Context: an optimization exercise on an open-source flow, tuned for small area, a short achievable clock period and few clock cycles. The choices shown serve that exercise and are no tape-out recipe. Where RTL was checked, it was by simulation tests only, not by an equivalence proof against the original. Power figures rest on the tool's default switching activity, not on a simulated workload.

==> indigo <==
## ng_core
module ng_core (
    input  wire        clk,
    input  wire        rst,
    input  wire        cmd_valid,
    output wire        cmd_ready,
    input  wire [31:0] cmd_word,
    input  wire [63:0] cmd_operand,
    output wire [63:0] state_q,
    output wire [63:0] result,
    output wire [31:0] status,
    output wire        sample_valid,
    input  wire        sample_ready,
    output wire [7:0]  sample_data
);
export LEC_CHECK = 0
export CAP_MARGIN = 20
export CORE_MARGIN = 2
export CORE_UTILIZATION = 40
export SLEW_MARGIN = 20
create_clock -name core_clock -period 27.0 [get_ports {clk}]
run.sh (not shown) runs the stock make flow with config.mk's settings and CLKGATE_MAP_FILE= SYNTH_SCRIPT=/design/flow/synth_recipe.tcl, a recipe that flattens the netlist after the stock synthesis.
==> ember: changes against indigo <==
--- a/flow/design.v
+++ b/flow/design.v
@@ -16,22 +16,28 @@
   localparam [3:0] OP_NOP = 4'h0, OP_SEED = 4'h1, OP_STEP = 4'h2, OP_FILL = 4'h3,
                    OP_LUTRD = 4'h4, OP_ACC = 4'h5, OP_FILT1 = 4'h6, OP_FILTER = 4'h7,
                    OP_ITER = 4'h8, OP_SBWR = 4'h9, OP_SBRD = 4'hA, OP_OBRD = 4'hB;
   localparam [3:0] E_OK = 4'd0, E_ILLEGAL_OP = 4'd1, E_RESERVED_FIELD = 4'd2,
                    E_BAD_OPERAND = 4'd3, E_RANGE = 4'd4;
-  localparam [1:0] M_CALC = 2'd0, M_FILL = 2'd1, M_FILTER = 2'd2, M_EMIT = 2'd3;
+  localparam [2:0] M_CALC = 3'd0, M_FILL = 3'd1, M_FILTER = 3'd2, M_EMIT = 3'd3,
+                   M_READ = 3'd4, M_WRITE = 3'd5;
   reg [63:0] s_reg;
   reg [63:0] result_reg;
   reg [3:0]  err_reg;
   reg        busy;
-  reg [1:0]  mode;
+  reg [2:0]  mode;
   reg [1:0]  calc;         
+  reg        rd_ob;        
+  reg        pend;         
   reg [3:0]  idx;          
   reg [3:0]  lst;          
   reg [7:0]  smp;          
-  reg [63:0] sb [0:BUF_DEPTH-1];
-  reg [7:0]  ob [0:BUF_DEPTH-1];
+  reg [63:0] hreg;         
+  reg [4:0]  sbr;          
+  reg [4:0]  sb_off;       
+  reg [63:0] sbq [0:16];
+  reg [7:0]  obq [0:16];
   wire [3:0]  op   = cmd_word[3:0];
   wire [7:0]  rsv  = cmd_word[11:4];
   wire [19:0] addr = cmd_word[31:12];
   wire fmt_z  = (op == OP_NOP) || (op == OP_STEP);
   wire fmt_c  = (op == OP_FILL);
@@ -57,31 +63,45 @@
     else if (((fmt_c || fmt_cp) && opd_n > 32'd16) ||
              ((fmt_a || fmt_av) && addr >= 20'd16))
       dec_err = E_RANGE;
   end
   wire accept = cmd_valid && !busy;
-  wire go     = accept && (dec_err == E_OK);
   wire n_nz   = (opd_n[4:0] != 5'd0);    
+  wire n_16   = opd_n[4];
   wire [63:0] s_next = {s_reg[62:0], s_reg[63] ^ s_reg[62] ^ s_reg[60] ^ s_reg[59]};
-  wire [3:0]  sb_ra = busy ? idx : addr[3:0];
-  wire [63:0] sb_rd = sb[sb_ra];
-  wire [7:0]  ob_rd = ob[addr[3:0]];
+  wire        sb_ok  = (sb_off[1:0] == 2'd1) && !sb_off[4];
+  reg  [63:0] sb_rd;
+  reg  [7:0]  ob_rd;
+  always @(*) begin
+    case (sb_off[3:2])
+      2'd0: sb_rd = sbq[1];
+      2'd1: sb_rd = ~sbq[5];
+      2'd2: sb_rd = sbq[9];
+      2'd3: sb_rd = ~sbq[13];
+    endcase
+    case (sb_off[3:2])
+      2'd0: ob_rd = obq[1];
+      2'd1: ob_rd = ~obq[5];
+      2'd2: ob_rd = obq[9];
+      2'd3: ob_rd = ~obq[13];
+    endcase
+  end
   wire in_filter = busy && (mode == M_FILTER);
   wire in_calc   = busy && (mode == M_CALC);
   wire lut_mode  = in_calc && calc[1];
-  wire [2:0] lut_i = result_reg[10:8];
+  wire [2:0] lut_i = hreg[10:8];
   reg [63:0] x;
   integer b;
   always @(*) begin
     if (in_filter)
       x = sb_rd;
     else if (in_calc) begin
       if (lut_mode) begin
         for (b = 0; b < 64; b = b + 1)
-          x[b] = (lut_i == b / 8) && result_reg[b % 8];
+          x[b] = (lut_i == b / 8) && hreg[b % 8];
       end else
-        x = result_reg;
+        x = hreg;
     end else
       x = s_next;
   end
   wire        tv_lut = lut_mode;
   wire [2:0]  tv_i   = lut_i;
@@ -402,63 +422,126 @@
   wire [10:0] tra = {t278, t276, t274, t272, t270, t268, t266, t264, t262, t243, tv[0]};
   wire [10:0] trb = {t279, t277, t275, t273, t271, t269, t267, t265, t263, t261, 1'b0};
   assign acc_t = tra + trb;
   wire [7:0] acc_smp = acc_t[9:2];
   wire last = (idx == lst);
-  wire take = sample_ready;      
+  wire emit = busy && (mode == M_EMIT);
+  wire take = emit && !pend && sample_ready;
   assign cmd_ready    = !busy && !rst;
   assign state_q      = s_reg;
   assign result       = result_reg;
-  assign status       = {24'd0, err_reg, busy ? mode : 2'b00, (s_reg == 64'd0), busy};
-  assign sample_valid = busy && (mode == M_EMIT);
+  assign status       = {24'd0, err_reg, busy ? mode[1:0] : 2'b00, (s_reg == 64'd0), busy};
+  assign sample_valid = emit && !pend;
   assign sample_data  = smp;
-  wire        sb_wr_busy = busy && (mode == M_FILL || (mode == M_EMIT && take));
-  wire        ob_wr_busy = busy && (mode == M_FILTER || (mode == M_EMIT && take));
-  wire [63:0] sb_wd = busy ? s_reg : cmd_operand;
+  wire emit_wr = emit && (take || pend) && sb_ok;    
+  wire sb_we   = busy && sb_ok && (mode == M_FILL || mode == M_WRITE) || emit_wr;
+  wire ob_we   = busy && sb_ok && (mode == M_FILTER) || emit_wr;
+  wire [63:0] sb_wd = (mode == M_WRITE) ? hreg : s_reg;
   wire [7:0]  ob_wd = (mode == M_EMIT) ? smp : acc_smp;
-  wire        sbwr  = go && (op == OP_SBWR);
-  integer e;
   always @(posedge clk) begin
-    for (e = 0; e < BUF_DEPTH; e = e + 1) begin
-      if ((sb_wr_busy && idx == e) || (sbwr && addr[3:0] == e))
-        sb[e] <= sb_wd;
-      if (ob_wr_busy && idx == e)
-        ob[e] <= ob_wd;
-    end
+    if (sb_we && sb_off[3:2] == 2'd0) sbq[0] <= ~sb_wd;
+    else sbq[0] <= ~sbq[1];
+    sbq[1] <= sbq[2];
+    sbq[2] <= sbq[3];
+    sbq[3] <= sbq[4];
+    if (sb_we && sb_off[3:2] == 2'd1) sbq[4] <= sb_wd;
+    else sbq[4] <= ~sbq[5];
+    sbq[5] <= sbq[6];
+    sbq[6] <= sbq[7];
+    sbq[7] <= sbq[8];
+    if (sb_we && sb_off[3:2] == 2'd2) sbq[8] <= ~sb_wd;
+    else sbq[8] <= ~sbq[9];
+    sbq[9] <= sbq[10];
+    sbq[10] <= sbq[11];
+    sbq[11] <= sbq[12];
+    if (sb_we && sb_off[3:2] == 2'd3) sbq[12] <= sb_wd;
+    else sbq[12] <= ~sbq[13];
+    sbq[13] <= sbq[14];
+    sbq[14] <= sbq[15];
+    sbq[15] <= sbq[16];
+    sbq[16] <= sbq[0];
+  end
+  always @(posedge clk) begin
+    if (ob_we && sb_off[3:2] == 2'd0) obq[0] <= ~ob_wd;
+    else obq[0] <= ~obq[1];
+    obq[1] <= obq[2];
+    obq[2] <= obq[3];
+    obq[3] <= obq[4];
+    if (ob_we && sb_off[3:2] == 2'd1) obq[4] <= ob_wd;
+    else obq[4] <= ~obq[5];
+    obq[5] <= obq[6];
+    obq[6] <= obq[7];
+    obq[7] <= obq[8];
+    if (ob_we && sb_off[3:2] == 2'd2) obq[8] <= ~ob_wd;
+    else obq[8] <= ~obq[9];
+    obq[9] <= obq[10];
+    obq[10] <= obq[11];
+    obq[11] <= obq[12];
+    if (ob_we && sb_off[3:2] == 2'd3) obq[12] <= ob_wd;
+    else obq[12] <= ~obq[13];
+    obq[13] <= obq[14];
+    obq[14] <= obq[15];
+    obq[15] <= obq[16];
+    obq[16] <= obq[0];
   end
+  wire rebase = accept && (dec_err == E_OK) && (op == OP_ITER) && n_16;
+  wire [4:0] sbr_n = rebase ? 5'd16 : (sbr == 5'd16) ? 5'd0 : sbr + 5'd1;
+  wire [3:0] idx_i = (accept && dec_err == E_OK && (fmt_a || fmt_av)) ? addr[3:0] : 4'd0;
+  wire [4:0] off_d = {1'b0, idx_i} - sbr_n;
+  wire adv = busy && (mode == M_FILL || mode == M_FILTER) && sb_ok || emit_wr;
   always @(posedge clk) begin
-    if (!busy || (mode == M_EMIT && take && !last))
+    if (!busy || (emit_wr && !last))
       smp <= acc_smp;
+    if (!busy)
+      hreg <= cmd_operand;
+    sbr <= rst ? 5'd0 : sbr_n;
+    if (rst)
+      sb_off <= 5'd0;
+    else if (!busy)
+      sb_off <= off_d[4] ? off_d + 5'd17 : off_d;
+    else if (!adv)
+      sb_off <= (sb_off == 5'd0) ? 5'd16 : sb_off - 5'd1;
     if (rst) begin
       s_reg      <= 64'd1;
       result_reg <= 64'd0;
       err_reg    <= E_OK;
       busy       <= 1'b0;
       mode       <= M_CALC;
       calc       <= 2'd0;
+      rd_ob      <= 1'b0;
+      pend       <= 1'b0;
       idx        <= 4'd0;
       lst        <= 4'd0;
     end else if (!busy) begin
-      idx <= 4'd0;
-      lst <= opd_n[3:0] - 4'd1;
+      idx  <= 4'd0;
+      lst  <= opd_n[3:0] - 4'd1;
+      pend <= 1'b0;
       if (accept) begin
         err_reg <= dec_err;
         if (dec_err == E_OK) begin
           case (op)
             OP_SEED:  s_reg <= cmd_operand;
             OP_STEP: begin
               s_reg      <= s_next;
               result_reg <= s_next;
             end
             OP_LUTRD, OP_ACC, OP_FILT1: begin
-              result_reg <= cmd_operand;
-              busy       <= 1'b1;
-              mode       <= M_CALC;
-              calc       <= (op == OP_LUTRD) ? 2'd2 : (op == OP_FILT1) ? 2'd1 : 2'd0;
+              busy <= 1'b1;
+              mode <= M_CALC;
+              calc <= (op == OP_LUTRD) ? 2'd2 : (op == OP_FILT1) ? 2'd1 : 2'd0;
+            end
+            OP_SBRD, OP_OBRD: begin
+              idx   <= addr[3:0];
+              rd_ob <= (op == OP_OBRD);
+              busy  <= 1'b1;
+              mode  <= M_READ;
+            end
+            OP_SBWR: begin
+              idx  <= addr[3:0];
+              busy <= 1'b1;
+              mode <= M_WRITE;
             end
-            OP_SBRD:  result_reg <= sb_rd;
-            OP_OBRD:  result_reg <= {{56{ob_rd[7]}}, ob_rd};
             OP_FILL, OP_ITER: begin
               if (n_nz) begin
                 s_reg <= s_next;
                 busy  <= 1'b1;
                 mode  <= (op == OP_ITER) ? M_EMIT : M_FILL;
@@ -481,25 +564,46 @@
           case (calc)
             2'd1:    result_reg <= {{56{acc_smp[7]}}, acc_smp};
             default: result_reg <= {{53{acc_t[10]}}, acc_t};
           endcase
         end
-        M_FILL, M_FILTER: begin
-          idx <= idx + 4'd1;
-          if (mode == M_FILL && !last)
-            s_reg <= s_next;
-          if (last)
+        M_READ: begin
+          if (sb_ok) begin
+            busy       <= 1'b0;
+            result_reg <= rd_ob ? {{56{ob_rd[7]}}, ob_rd} : sb_rd;
+          end
+        end
+        M_WRITE: begin
+          if (sb_ok)
             busy <= 1'b0;
         end
-        default: begin  
-          if (take) begin
+        M_FILL: begin
+          if (sb_ok) begin
+            idx <= idx + 4'd1;
+            if (!last)
+              s_reg <= s_next;
+            else
+              busy <= 1'b0;
+          end
+        end
+        M_FILTER: begin
+          if (sb_ok) begin
             idx <= idx + 4'd1;
             if (last)
               busy <= 1'b0;
+          end
+        end
+        default: begin  
+          if (emit_wr) begin
+            idx  <= idx + 4'd1;
+            pend <= 1'b0;
+            if (last)
+              busy <= 1'b0;
             else
               s_reg <= s_next;
-          end
+          end else if (take)
+            pend <= 1'b1;
         end
       endcase
     end
   end
 endmodule
CORE_UTILIZATION = 60   (was 40)
CTS_BUF_LIST = sky130_fd_sc_hd__clkbuf_4 sky130_fd_sc_hd__clkbuf_8   (was not set)
==> notes <==
ember produced a clean layout. indigo ran to the end with no violations. Against indigo, the clock-buffer cell count of ember is higher by 167. Against ember, the sequential share of layout area of indigo is higher by 3.0 points. Synthesized area: indigo is larger than ember (about 20%). Register-to-register slack: ember is better than indigo (1.5 ns). Against ember, the worst hold slack of indigo is better by 0.18 ns. Between indigo and ember, the lower combinational power is in ember (gap about 70%, measured against ember). Sequential cell count: indigo is lower than ember (149). In first-iteration DRC count, indigo is at 2.7 times the value of ember. Clock skew: ember is higher than indigo (0.026 ns).
==> figures <==
| metric | ember | indigo |
|---|---|---|
| Outcome | timing/DRC/antenna clean | timing/DRC/antenna clean |
| Flip-flop count of the largest register, all copies and words added | 1088 | 1024 |
| Number of search-and-repair iterations in the first detailed-routing pass | 5 | 8 |
| Via count of the first global-routing pass | 30.9k | 39.5k |
| Total standard cell area after synthesis | 0.0483 mm2 | 0.0583 mm2 |
| Post-synth top area cell | sky130_fd_sc_hd__dfxtp_1 | sky130_fd_sc_hd__edfxtp_1 |
| Minimum period implied by the final worst setup slack | 12.66 ns | 15.30 ns |
| Worst ir drop on vdd | 0.0633 mV | 0.0636 mV |
| Count of cells along the worst hold path | 0 | 2 |
| Worst Tran Pin Value | 1.23 ns | 1.14 ns |
| Inserted Clock Buffers | 212 | 132 |
| R2R Path Start | sb_off[2]$_SDFFE_PP0P_ | busy$_SDFF_PP0_ |
| Arrival time reported for the critical path endpoint | 7.26 ns | 15.95 ns |
| Clock network power | 1.96 mW | 1.82 mW |
| Post-Synthesis Mean Instance Area | 11.6 um2 | 13.9 um2 |
| Routing usage on met3 | 0.0576 | 0.0844 |
| Leading cell type in the layout, fill and taps excluded | sky130_fd_sc_hd__dfxtp_1 | sky130_fd_sc_hd__edfxtp_1 |
| Total routing resource utilization after global routing | 0.307 | 0.297 |
| Met1 track demand over resource | 0.420 | 0.398 |
| Endpoint kind of the worst setup timing path | output pin | flop |
Testbench counts of indigo, summed over its fixed seeds: cycles 13,308.
Only the layout flow was run in ember; the RTL was not checked for function there.

static timing again, ports no longer ideal:
Ports are ideal in the flow. The routed layouts listed here were re-timed in OpenROAD.
Step 1 sets driving cells, clkbuf_16 on the clock port and buf_2 on the other inputs (assumed; they add their load-dependent delay and slew).
Step 2 adds t to the input delays and takes it off the output delays; t is the mean of the earliest and latest rising clock arrival at the registers after step 1. Input paths then give back, and output paths get back, about the clock's delay inside the block.
Slacks: ideal / step 1 / step 2; pairs: ideal / step 1.
run	t (ns)	slack for setup (ns)	worst setup path at the end	clock arrival spread, ns
indigo	0.843	11.704 / 11.760 / 10.916	input to register	0.033 / 0.033
ember	0.915	14.336 / 14.315 / 14.315	input to output	0.061 / 0.061
After both steps setup and hold are still met in every run listed. For indigo, which loses most, drivers alone change the setup slack by +0.056 ns; drivers and shift together by -0.788 ns.
